Background: an optimization exercise with open tools, aiming at small area, a short achievable clock period and few clock cycles. Do not read the settings as production practice. Function was checked by simulation only, so behaviour that the tests miss may differ from the original. Power and IR drop assume default switching activity.

File: design/flow/design.v
module sbi_monitor (
    input  wire         clk,
    input  wire         rst,
    input  wire         svc_start,
    output wire         svc_ready,
    output wire         svc_done,
    output wire         svc_pending,
    output wire         svc_err,
    output wire         mem_req,
    output wire         mem_we,
    output wire         mem_batch,
    output wire [3:0]   mem_word,
    output wire [31:0]  mem_wdata,
    input  wire         mem_ack,
    input  wire         mem_ok,
    input  wire [255:0] mem_rdata,
    output wire         fatal,
    output wire         rst_req_valid,
    output wire [31:0]  rst_req_type,
    output wire [31:0]  rst_req_reason,
    output wire         ev_valid,
    output wire [1:0]   ev_kind,
    output wire [4:0]   ev_len,
    output wire [127:0] ev_line
);
    localparam [31:0] EID_CONSOLE = 32'h0000_0001;
    localparam [31:0] EID_BASE    = 32'h0000_0010;
    localparam [31:0] EID_SRST    = 32'h5352_5354;
    localparam [7:0]  NEWLINE     = 8'h0A;
    reg s_poll, s_read, s_werr, s_wval, s_clr, s_done;
    reg req_q, we_q, rdy_q;
    reg [1:0] retry;
    reg fatal_q, pend_q, err_q;
    reg c_uns;         
    reg c_putc;        
    reg c_nl;          
    reg c_rst;         
    reg c_v24;         
    reg c_f1;          
    reg c_f2;          
    reg c_lsb;         
    reg [31:0] a0_q, a1_q;
    reg [127:0] lb;
    reg [4:0]   len;
    reg         w_pend;    
    reg         nl_pend;   
    reg         rv_q;
    reg [31:0]  rt_q, rr_q;
    reg         ev_v;
    reg [1:0]   ev_k;
    wire [31:0] r_eid = mem_rdata[31:0];
    wire [31:0] r_fid = mem_rdata[63:32];
    wire [31:0] r_a0  = mem_rdata[95:64];
    wire fid_hi0  = (r_fid[31:3] == 29'd0);
    wire fid0     = fid_hi0 && (r_fid[2:0] == 3'd0);
    wire is_con   = (r_eid == EID_CONSOLE);
    wire is_base  = (r_eid == EID_BASE);
    wire is_srst  = (r_eid == EID_SRST);
    wire d_putc   = is_con && fid0;
    wire d_rst    = is_srst && fid0;
    wire d_base   = is_base && fid_hi0 && (r_fid[2:0] != 3'd7);
    wire probe    = (r_a0 == EID_BASE) || (r_a0 == EID_CONSOLE) || (r_a0 == EID_SRST);
    wire bf1      = is_base && fid_hi0 && (r_fid[2:0] == 3'd1);
    wire bf0      = is_base && fid0;
    wire bf2      = is_base && fid_hi0 && (r_fid[2:0] == 3'd2);
    wire bf3      = is_base && fid_hi0 && (r_fid[2:0] == 3'd3);
    wire bf6      = is_base && fid_hi0 && (r_fid[2:0] == 3'd6);
    assign svc_ready   = rdy_q;
    assign svc_done    = s_done;
    assign svc_pending = pend_q;
    assign svc_err     = err_q;
    assign mem_req   = req_q;
    assign mem_we    = we_q;
    assign mem_batch = s_read;
    assign mem_word  = {s_werr | s_wval, 1'b0, s_wval, s_read | s_werr};
    wire [31:0] val = {1'b0, c_f1, 3'b000, c_f1, c_f1, c_v24,        
                       1'b0, c_f1, 3'b000, c_f1, 2'b00,               
                       1'b0, c_f1, 2'b00, c_f1, c_f1, 1'b0, c_f1,     
                       {5{c_putc}} & a0_q[7:3],
                       ({2{c_putc}} & a0_q[2:1]) | {2{c_f2}},
                       (c_putc & a0_q[0]) | c_lsb};
    wire uns_w = s_werr & c_uns;
    assign mem_wdata = ({32{s_wval}} & val) | {{31{uns_w}}, 1'b0};
    assign fatal          = fatal_q;
    assign rst_req_valid  = rv_q;
    assign rst_req_type   = rt_q;
    assign rst_req_reason = rr_q;
    assign ev_valid = ev_v;
    assign ev_kind  = ev_k;
    assign ev_len   = len;
    assign ev_line  = {lb[127:64], ev_k[0] ? {rr_q, rt_q} : lb[63:0]};
    wire start = svc_start && rdy_q;
    wire fail  = mem_ack && !mem_ok && (s_poll | s_read | s_werr | s_wval | s_clr);
    wire last_fail = fail && (retry == 2'd3);
    wire poll_zero = (mem_rdata[31:0] == 32'd0);
    wire commit = s_clr && mem_ack && mem_ok;
    wire fin = fail || commit || (s_poll && mem_ack && mem_ok && poll_zero);
    always @(posedge clk) begin
        if (rst) begin
            s_poll  <= 1'b0;
            s_read  <= 1'b0;
            s_werr  <= 1'b0;
            s_wval  <= 1'b0;
            s_clr   <= 1'b0;
            s_done  <= 1'b0;
            req_q   <= 1'b0;
            we_q    <= 1'b0;
            rdy_q   <= 1'b1;
            retry   <= 2'd0;
            fatal_q <= 1'b0;
            rv_q    <= 1'b0;
            ev_v    <= 1'b0;
            w_pend  <= 1'b0;
            nl_pend <= 1'b0;
        end else begin
            ev_v    <= 1'b0;
            w_pend  <= 1'b0;
            nl_pend <= 1'b0;
            if (start) begin
                s_poll <= 1'b1;
                s_done <= 1'b0;
                req_q  <= 1'b1;
                rdy_q  <= 1'b0;
                pend_q <= 1'b0;
                err_q  <= 1'b0;
            end else if (s_done) begin
                s_done <= 1'b0;
            end
            if (s_poll && mem_ack && mem_ok && !poll_zero) begin
                s_poll <= 1'b0;
                s_read <= 1'b1;
                pend_q <= 1'b1;
            end
            if (s_read && mem_ack && mem_ok) begin
                s_read <= 1'b0;
                s_werr <= 1'b1;
                we_q   <= 1'b1;
            end
            if (s_werr && mem_ack && mem_ok) begin
                s_werr <= 1'b0;
                s_wval <= 1'b1;
            end
            if (s_wval && mem_ack && mem_ok) begin
                s_wval <= 1'b0;
                s_clr  <= 1'b1;
            end
            if (fin) begin
                s_poll <= 1'b0;
                s_read <= 1'b0;
                s_werr <= 1'b0;
                s_wval <= 1'b0;
                s_clr  <= 1'b0;
                s_done <= 1'b1;
                req_q  <= 1'b0;
                we_q   <= 1'b0;
                rdy_q  <= !last_fail;
            end
            if (fail) begin
                err_q <= 1'b1;
                retry <= retry + 2'd1;
                if (last_fail) begin
                    fatal_q <= 1'b1;
                    ev_v    <= 1'b1;
                    ev_k    <= 2'd2;
                end
            end else if (fin) begin
                retry <= 2'd0;
            end
            if (commit) begin
                if (c_putc) begin
                    w_pend  <= !c_nl;
                    nl_pend <= c_nl;
                    if (c_nl || len[4]) begin
                        ev_v <= 1'b1;
                        ev_k <= 2'd0;
                    end
                end
                if (c_rst) begin
                    rv_q <= 1'b1;
                    rt_q <= a0_q;
                    rr_q <= a1_q;
                    ev_v <= 1'b1;
                    ev_k <= 2'd1;
                end
            end
            if (nl_pend)
                len <= 5'd0;
            else if (w_pend)
                len <= len[4] ? 5'd1 : len + 5'd1;
        end
        if (rst)
            len <= 5'd0;
        if (w_pend)
            lb[len[3:0]*8 +: 8] <= a0_q[7:0];
        if (s_read) begin
            a0_q   <= r_a0;
            a1_q   <= mem_rdata[127:96];
            c_uns  <= !(d_putc || d_rst || d_base);
            c_putc <= d_putc;
            c_nl   <= (r_a0[7:0] == NEWLINE);
            c_rst  <= d_rst;
            c_v24  <= bf0 || bf1;
            c_f1   <= bf1;
            c_f2   <= bf2;
            c_lsb  <= bf2 || bf6 || (bf3 && probe);
        end
    end
endmodule
File: design/flow/run.sh
#!/bin/bash
# synth_recipe.tcl (not shown) runs the flow's synth.tcl, then flattens the netlist and writes it again
# the make line also repeats each setting of config.mk as NAME=value (left out here)
make -C /OpenROAD-flow-scripts/flow DESIGN_CONFIG=/design/flow/config.mk WORK_HOME=/design/flow/orfs CLKGATE_MAP_FILE= SYNTH_SCRIPT=/design/flow/synth_recipe.tcl finish
File: design/flow/config.mk
export PLATFORM = sky130hd
export DESIGN_NAME = sbi_monitor
export DESIGN_NICKNAME = sbi_monitor
export VERILOG_FILES = /design/flow/design.v
export SDC_FILE = /design/flow/constraint.sdc
export NUM_CORES = 4
export LEC_CHECK = 0
export CAP_MARGIN = 20
export CORE_MARGIN = 2
export CORE_UTILIZATION = 40
export SLEW_MARGIN = 20
File: design/flow/constraint.sdc
create_clock -name core_clock -period 10.0 [get_ports {clk}]
set_input_delay 2.0000 -clock core_clock [delete_from_list [all_inputs] [get_ports {clk}]]
set_output_delay 2.0000 -clock core_clock [all_outputs]
set_load 0.01 [all_outputs]
==> flow_metrics.py <==
metrics = {
    "min_path": {
        "min_path_cells": 0,
        "min-delay-start": "a1_q[27]$_DFFE_PP_",
        "hold_end": "rr_q[27]$_DFFE_PP_",
        "hold_path_class": "flop to flop",
    },
    "synthesis": {
        "synth-edff-count": 268,
        "synth-seq-cells": 289,
        "synth_top_cell_by_area": "edfxtp_1",
        "syn-num-nets": 1122,
        "synth_cells": 857,
        "ys_seq_area_frac": 0.665,
        "yosysWarnings": 1,
        "ys_top_cells_by_area": "edfxtp_1, mux2_2, buf_4, a22o_1, o2bb2ai_1",
        "synth-main-ff-cell": "edfxtp_1",
        "synth_cell_types": 67,
        "synth_area_per_cell_um2": 14.9,
        "yosysTopAreaCellShare": 0.632,
        "synth-async-reset-ratio": 0,
        "syn_area_um2": 12700,
    },
    "routing": {
        "vias": 8282,
        "routed_wl_mm": 35.1,
        "wire_per_inst_um": 22.2,
        "remaining_drc_errors": 0,
        "drt-pass1-iter-count": 5,
        "postRouteAntennaNets": 0,
        "first_iter_violations": 501,
        "avgViaCountPerCell": 5.25,
    },
    "grt": {
        "grt_use_total": 0.206,
        "grt-ovfl-total": 0,
        "antenna_found_initial": 1,
        "grt_max_degree": 76,
        "grt_pass1_vias": 8321,
        "grt_pass1_wl_mm": 51.6,
    },
    "placement": {
        "placed_cells": 1523,
        "place_congestion": 0.840,
        "io_buffers": 376,
        "dp_slack_ns": 5.61,
        "hpwlAfterDp_mm": 25.1,
    },
    "timing": {
        "tns_ns": 0,
        "fmax_mhz": 214,
        "worstMarginPinSlew_ns": 1.07,
        "setup_ws_ns": 5.33,
        "maxSlewViolCount": 0,
        "hold_viol": 0,
        "fin_hold_ws_ns": 0.404,
        "layout_min_cycle_time_ns": 4.67,
        "skew_ns": 0.0225,
        "period_share": 0.467,
        "grt_setup_unrepaired": "no",
        "setup-violations-final": 0,
        "max_slew_margin": 0.288,
    },
    "floorplan": {
        "rows": 65,
        "design.portCount": 506,
        "initial_core_util": 0.404,
        "coreArea_um2": 31500,
        "floorplan.die.width_um": 182,
        "die_area_um2": 33300,
        "die_h_um": 182,
    },
    "setup_path": {
        "r2r_start": "len[0]$_SDFFE_PP0P_",
        "cp_slowest_stage_delay_ns": 0.68,
        "startpoint_type": "flop",
        "reg2reg_depth": 9,
        "crit_required_ns": 8.00,
        "cp.arrival_ns": 2.67,
        "worstPathCellList": "buf_4, mux2_2, clkdlybuf4s50_1",
        "cp_slowest_cell": "buf_4",
        "regToRegSetupSlack_ns": 7.16,
        "path_max_fanout": 64,
        "end_kind": "output pin",
        "reg2reg_to": "lb[62]$_DFFE_PP_",
        "crit_type": "flop to output pin",
        "critPathTopFamily": "buffers and inverters",
        "critPathBufInv": 2,
    },
    "cells_and_area": {
        "final_cell_mix": "clkdlybuf4s50_1, edfxtp_1, mux2_2, a22o_1, o2bb2ai_1",
        "layout-drive-gt1-share": 0.150,
        "stdcell_count": 1579,
        "nFillCells": 2596,
        "num_antenna_cells": 0,
        "synthToLayoutAreaGrowth_pct": 35.8,
        "layout_commonest_cell": "clkdlybuf4s50_1",
        "nets": 1418,
    },
    "clocking": {
        "clkSinkCount": 289,
        "clk_latency_ns": 0.57,
        "cts_buffers": 30,
        "cts_resized": 0,
        "holdBufCountCts": 0,
        "h-tree-depth": 1,
        "path_clk_slew_ns": 0.06,
        "cts-root-buf": "clkbuf_16",
        "cts_setup_buffers": 0,
        "cts_tree": "built",
        "clockBufferDepth": 3,
    },
    "status": {
        "status": "finished clean",
    },
    "run": {
        "max_cap_violations": 0,
    },
    "power_and_ir_drop": {
        "ir_worst_vdd_mv": 0.161,
        "p_leak_nw": 5.94,
        "p_per_area_nw_per_um2": 152,
    },
}
logic make-up (layout without fill, tap and decap cells):
kind of cell               Yosys count  after routing  share of synthesized area
and+or+nand+nor                    201            201                     0.0904
muxes                               89             89                     0.0806
AOI/OAI and AO/OA                  142            142                     0.0895
adders and majority gates            4              4                    0.00393
other                                1              1                   0.000295
DFF                                289            289                      0.665
buffers and inverters              127            447                     0.0667
xor gates and xnor gates             4              4                    0.00334
routing by layer:
metal / global-route usage / share of wire / routed length (µm) / up-vias
li1: - / - / - / 3831
met2: 0.358 / 0.50 / 17700 / 351
met1: 0.258 / 0.40 / 14100 / 4048
met5: 0 / 0 / 0 / -
met3: 0.0415 / 0.067 / 2350 / 52
met4: 0.0652 / 0.028 / 991 / 0
stage by stage:
step	instance area, µm²	utilization	power (W)
3_3_place_gp	16200	0.516	0.00147
3_5_place_dp	16200	0.516	0.00147
2_1_floorplan	12700	-	0.00138
5_1_grt	17300	0.549	0.00271
4_1_cts	17300	0.549	0.00266
6_report	17300	0.549	0.00263
cell type report:
| class | count | area [µm²] | area share |
|---|---|---|---|
| Inverter | 10 | 37.5 | 0.00217 |
| Sequential cell | 289 | 8480 | 0.490 |
| Tap cell | 402 | 503 | 0.0291 |
| Clock inverter | 23 | 277 | 0.0160 |
| Multi-Input combinational cell | 441 | 3420 | 0.198 |
| Clock buffer | 33 | 782 | 0.0452 |
| Timing Repair Buffer | 381 | 3800 | 0.220 |
worst max-delay path by stage:
stage                                   start                  to  cells after the start
after floorplan           s_read$_SDFFE_PP0P_         mem_word[0]                      1
after global placement                    rst   rr_q[5]$_DFFE_PP_                      3
after detailed placement                  rst  rr_q[11]$_DFFE_PP_                      3
after CTS                   ev_k[0]$_DFFE_PN_         ev_line[30]                      3
after global routing        ev_k[0]$_DFFE_PN_         ev_line[56]                      3
final                       ev_k[0]$_DFFE_PN_         ev_line[56]                      3
synth_stat cells, types with 3 or more instances:
cell type  count
a22o_1        49
edfxtp_1     268
mux2_4         7
nor2_1        39
a21oi_1       16
buf_2          7
inv_1         10
nand2_4        6
nor4_1        16
nand3_1       12
nor3_1        10
and2_1        11
ha_1           4
nand2_2        7
buf_6          3
mux2_2        78
nand2_1       47
nand4_1       12
o21ai_0       13
buf_4         91
o2bb2ai_1     49
nand2b_1       4
dfxtp_1       21
clkbuf_1      16
and3_1         9
report_power, final:
part	switching [W]	internal [W]	total, W
Clock	0.000472	0.000717	0.00119
Combinational	0.0000429	0.0000762	0.000119
Sequential	0.00000626	0.00132	0.00132
state kept, by name, summed over array words and instances (netlist names), 2 cells and up:
register,count
lb,128
a0_q,32
a1_q,32
rr_q,32
rt_q,32
len,5
ev_k,2
retry,2
Testbench counts, summed over its fixed seeds: cycles 6,880.

separate check: timing with driven ports:
In the flow no input, the clock included, has a driving cell. The finished layout below was timed again as built, in two steps.
Step 1 assumes that a clkbuf_16 drives the clock port and a buf_2 every other input.
Step 2 times the ports against the registers' clock, not the clock port: input delays grow and output delays shrink by t, the midpoint of the rising clock arrivals with the driver on.
a / b / c = ideal ports / drivers / drivers and shift; a / b = the first two.
t, ns: 0.605
slack for setup (ns): 5.331 / 5.281 / 5.620
worst setup path after step 2: input to register
worst register clock-pin slew, ns: 0.07 / 0.07
After both steps this run still meets setup and hold. The setup slack of this run moves by -0.050 ns with the drivers and by +0.289 ns with both steps.
